This design comes from an exercise in tuning for small area, a short achievable clock period and few clock cycles per item on the open sky130 flow, not from production work. Function was checked by simulation only, so behaviour that the tests miss may differ from the original.

==> inputs of branch garnet <==
// crc_engine
module crc_engine (
    input  wire        clk,
    input  wire        rst,
    input  wire        cmd_valid,
    output wire        cmd_ready,
    input  wire [7:0]  cmd_op,
    input  wire [31:0] cmd_acc,
    input  wire [15:0] cmd_len,
    input  wire        data_valid,
    output wire        data_ready,
    input  wire [31:0] data,
    output wire        rsp_valid,
    input  wire        rsp_ready,
    output wire [3:0]  rsp_status,
    output wire [31:0] rsp_value
);
make LEC_CHECK=0 CAP_MARGIN=20 CORE_MARGIN=2 CORE_UTILIZATION=40 SLEW_MARGIN=20 SYNTH_MEMORY_MAX_BITS=16384 finish   # period 5.0 ns
run.sh (not shown) runs the stock make flow with config.mk's settings and CLKGATE_MAP_FILE= SYNTH_SCRIPT=/design/flow/synth_recipe.tcl, a recipe that flattens the netlist after the stock synthesis.
==> branch violet (differences from branch garnet) <==
--- a/flow/design.v
+++ b/flow/design.v
@@ -74,29 +74,27 @@
     endfunction
     reg         idle;      
     reg         busy;      
     reg         dr;        
     reg         rv;        
     reg         inv;       
     reg         is16;      
     reg         fin;       
+    reg         pend;      
     reg  [13:0] cnt;       
     reg  [1:0]  kl;        
-    reg         wv;        
-    reg         wlast;     
+    reg         lastw;     
     reg  [1:0]  j;         
-    reg  [1:0]  jl;        
-    reg  [31:0] w;
-    reg  [31:0] crc;
+    reg  [31:0] y;
     assign cmd_ready  = idle;
     assign data_ready = dr;
     assign rsp_valid  = rv;
     assign rsp_status = {4{inv}};
-    assign rsp_value  = crc;
+    assign rsp_value  = y;
     wire op_a = (cmd_op == 8'h40);
     wire op_f = (cmd_op == 8'h41);
     wire op_c = (cmd_op == 8'h42);
     wire op_h = (cmd_op == 8'h48);
     wire op_g = (cmd_op == 8'h49);
     wire len0 = (cmd_len == 16'd0);
     wire take_cmd = idle & cmd_valid;
     reg [31:0] init;
@@ -105,104 +103,102 @@
             op_a:    init = cmd_acc;
             op_f:    init = ~cmd_acc;
             op_c:    init = len0 ? 32'h00000000 : 32'hFFFFFFFF;
             op_h:    init = {16'h0000, cmd_acc[15:0]};
             op_g:    init = 32'h0000FFFF;
             default: init = 32'h00000000;
         endcase
     end
-    wire take_data = dr & data_valid;
-    wire last = (kl == 2'd0) ? (cnt == 14'd1) : (cnt == 14'd0);
-    reg [31:0] wd;         
-    always @(*) begin
-        wd = data;
-        if (last & ~is16)
-            case (kl)
-                2'd1: wd = {data[7:0], 24'h0};
-                2'd2: wd = {data[15:0], 16'h0};
-                2'd3: wd = {data[23:0], 8'h0};
-                default: wd = data;
-            endcase
-    end
-    wire [1:0] k = wlast ? kl : 2'd0;    
-    reg [31:0] cs, cr;
+    wire step  = busy & data_valid;      
+    wire last_step = pend & ~busy;      
+    wire [1:0] jl = (lastw & (kl != 2'd0)) ? kl - 2'd1 : 2'd3;
+    wire wdone = ~is16 | (j == jl);     
+    wire [31:0] wm = {data[31:24] & {8{~lastw | (kl == 2'd0)}},
+                      data[23:16] & {8{~lastw | (kl == 2'd0) | (kl == 2'd3)}},
+                      data[15:8]  & {8{~lastw | (kl != 2'd1)}},
+                      data[7:0]};
+    wire [1:0] k = busy ? 2'd0 : kl;    
+    reg [31:0] ys, yr;
     always @(*) begin
         case (k)
-            2'd1: begin cs = {crc[7:0], 24'h0};  cr = {8'h0, crc[31:8]};  end
-            2'd2: begin cs = {crc[15:0], 16'h0}; cr = {16'h0, crc[31:16]}; end
-            2'd3: begin cs = {crc[23:0], 8'h0};  cr = {24'h0, crc[31:24]}; end
-            default: begin cs = crc; cr = 32'h0; end
+            2'd1: begin ys = {y[7:0], 24'h0};  yr = {8'h0, y[31:8]};  end
+            2'd2: begin ys = {y[15:0], 16'h0}; yr = {16'h0, y[31:16]}; end
+            2'd3: begin ys = {y[23:0], 8'h0};  yr = {24'h0, y[31:24]}; end
+            default: begin ys = y; yr = 32'h0; end
         endcase
     end
-    wire [31:0] c32 = t4(cs ^ w) ^ cr ^ {32{wlast & fin}};
+    wire [31:0] opd = step ? wm : {32{fin}};
+    wire [31:0] r32 = t4(ys) ^ yr ^ opd;
     reg [7:0] b;
     always @(*) begin
         case (j)
-            2'd0: b = w[7:0];
-            2'd1: b = w[15:8];
-            2'd2: b = w[23:16];
-            default: b = w[31:24];
+            2'd0: b = data[7:0];
+            2'd1: b = data[15:8];
+            2'd2: b = data[23:16];
+            default: b = data[31:24];
         endcase
     end
-    wire [15:0] c16 = {crc[7:0], 8'h00} ^ f1(crc[15:8] ^ b);
-    wire wdone = ~is16 | (j == jl);      
+    wire [15:0] bo = step ? {b, 8'h00} : 16'h0000;
+    wire [15:0] r16 = {y[7:0], 8'h00} ^ f1(y[15:8]) ^ bo;
+    wire lastw_next = (kl == 2'd0) ? (cnt == 14'd2) : (cnt == 14'd1);
+    wire [1:0] jl_next = (lastw_next & (kl != 2'd0)) ? kl - 2'd1 : 2'd3;
     always @(posedge clk) begin
         if (take_cmd) begin
-            crc  <= init;
+            y    <= init;
             inv  <= ~(op_a | op_f | op_c | op_h | op_g);
             is16 <= op_h | op_g;
             fin  <= op_c;
-            cnt  <= cmd_len[15:2];
             kl   <= cmd_len[1:0];
-        end else if (wv) begin
+        end else if (step | last_step) begin
             if (is16)
-                crc <= {16'h0000, c16};
+                y <= pend ? {16'h0000, r16} : y ^ {16'h0000, bo};
             else
-                crc <= c32;
-        end
-        if (wv)
-            j <= j + 2'd1;
-        if (take_data) begin
-            w     <= wd;
-            wlast <= last;
+                y <= pend ? r32 : y ^ wm;
+        end
+        if (take_cmd) begin
+            cnt   <= cmd_len[15:2];
+            lastw <= (cmd_len[1:0] == 2'd0) ? (cmd_len[15:2] == 14'd1)
+                                            : (cmd_len[15:2] == 14'd0);
+        end else if (step & wdone) begin
             cnt   <= cnt - 14'd1;
-            j     <= 2'd0;
-            jl    <= (last & (kl != 2'd0)) ? kl - 2'd1 : 2'd3;
+            lastw <= lastw_next;
         end
     end
     always @(posedge clk) begin
         if (rst) begin
             idle <= 1'b1;
             busy <= 1'b0;
             dr   <= 1'b0;
             rv   <= 1'b0;
-            wv   <= 1'b0;
+            pend <= 1'b0;
+            j    <= 2'd0;
         end else begin
             if (take_cmd) begin
                 idle <= 1'b0;
+                pend <= 1'b0;
+                j    <= 2'd0;
                 if ((op_a | op_c | op_h | op_g) & ~len0) begin
                     busy <= 1'b1;
-                    dr   <= 1'b1;
+                    dr   <= ~(op_h | op_g) | (cmd_len == 16'd1);
                 end else
                     rv <= 1'b1;
             end
-            if (wv & wdone) begin
-                wv <= 1'b0;
-                if (wlast)
-                    rv <= 1'b1;
-            end
-            if (take_data) begin
-                wv <= 1'b1;
-                if (last) begin
+            if (step) begin
+                pend <= 1'b1;
+                j    <= wdone ? 2'd0 : j + 2'd1;
+                if (wdone & lastw) begin
                     busy <= 1'b0;
                     dr   <= 1'b0;
                 end else if (is16)
-                    dr <= 1'b0;
-            end else if (busy & wv & is16 & (j + 2'd1 == jl))
-                dr <= 1'b1;
+                    dr <= wdone ? (jl_next == 2'd0) : (j + 2'd1 == jl);
+            end
+            if (last_step) begin
+                pend <= 1'b0;
+                rv   <= 1'b1;
+            end
             if (rv & rsp_ready) begin
                 rv   <= 1'b0;
                 idle <= 1'b1;
             end
         end
     end
 endmodule
==> comparison table <==
Mapped cell area: branch violet 0.00955 sq mm; branch garnet 0.0101 sq mm
Max stage delay cell, worst path: branch violet and3b_1; branch garnet xnor3_2
Run status: branch violet finished clean; branch garnet finished clean
Final Wtd Congestion: branch violet 0.985; branch garnet 0.977
Vias per std cell: branch violet 5.95; branch garnet 5.60
Final clock-cell share: branch violet 2.49%; branch garnet 2.60%
Inverters: branch violet 14; branch garnet 20
Syn Inst Count: branch violet 1136; branch garnet 1016
Timing-limited maximum frequency: branch violet 0.252 GHz; branch garnet 0.246 GHz
R2R depth: branch violet 8; branch garnet 10
Xor-xnor portion of the synthesized cell area: branch violet 38.5%; branch garnet 38.6%
Fraction of the mapped netlist area in adder cells: branch violet 1.31%; branch garnet 1.24%
Min Clock Period, post-route: branch violet 3970 ps; branch garnet 4070 ps
Testbench counts of branch garnet, summed over its fixed seeds: cycles 106,620, bytes 379,321.
Testbench counts of branch violet, summed over its fixed seeds: cycles 106,620, bytes 379,321.

==> afterwards: timing with drivers on the ports <==
In the flow no input, the clock included, has a driving cell. The finished layouts below were timed again as built, in two steps. Step 1 (the two cells are an assumption about what drives the block):
set clk [get_ports {clk}]
set_driving_cell -lib_cell sky130_fd_sc_hd__clkbuf_16 $clk
set_driving_cell -lib_cell sky130_fd_sc_hd__buf_2 [delete_from_list [all_inputs] $clk]
Step 2 times the ports against the registers' clock, not the clock port: input delays grow and output delays shrink by t, the midpoint of the rising clock arrivals with the driver on. Slacks: no drivers / after step 1 / after step 2; pairs: no drivers / after step 1.
run	t, ns	setup WS [ns]	slew at the worst register clock pin (ns)
branch garnet	0.407	0.935 / 0.935 / 0.935	0.08 / 0.08
branch violet	0.399	1.028 / 1.028 / 0.813	0.07 / 0.07
After both steps every run listed still meets setup and hold. The setup slack of branch violet, which loses most, moves by 0.000 ns with the drivers and by -0.215 ns with both steps.
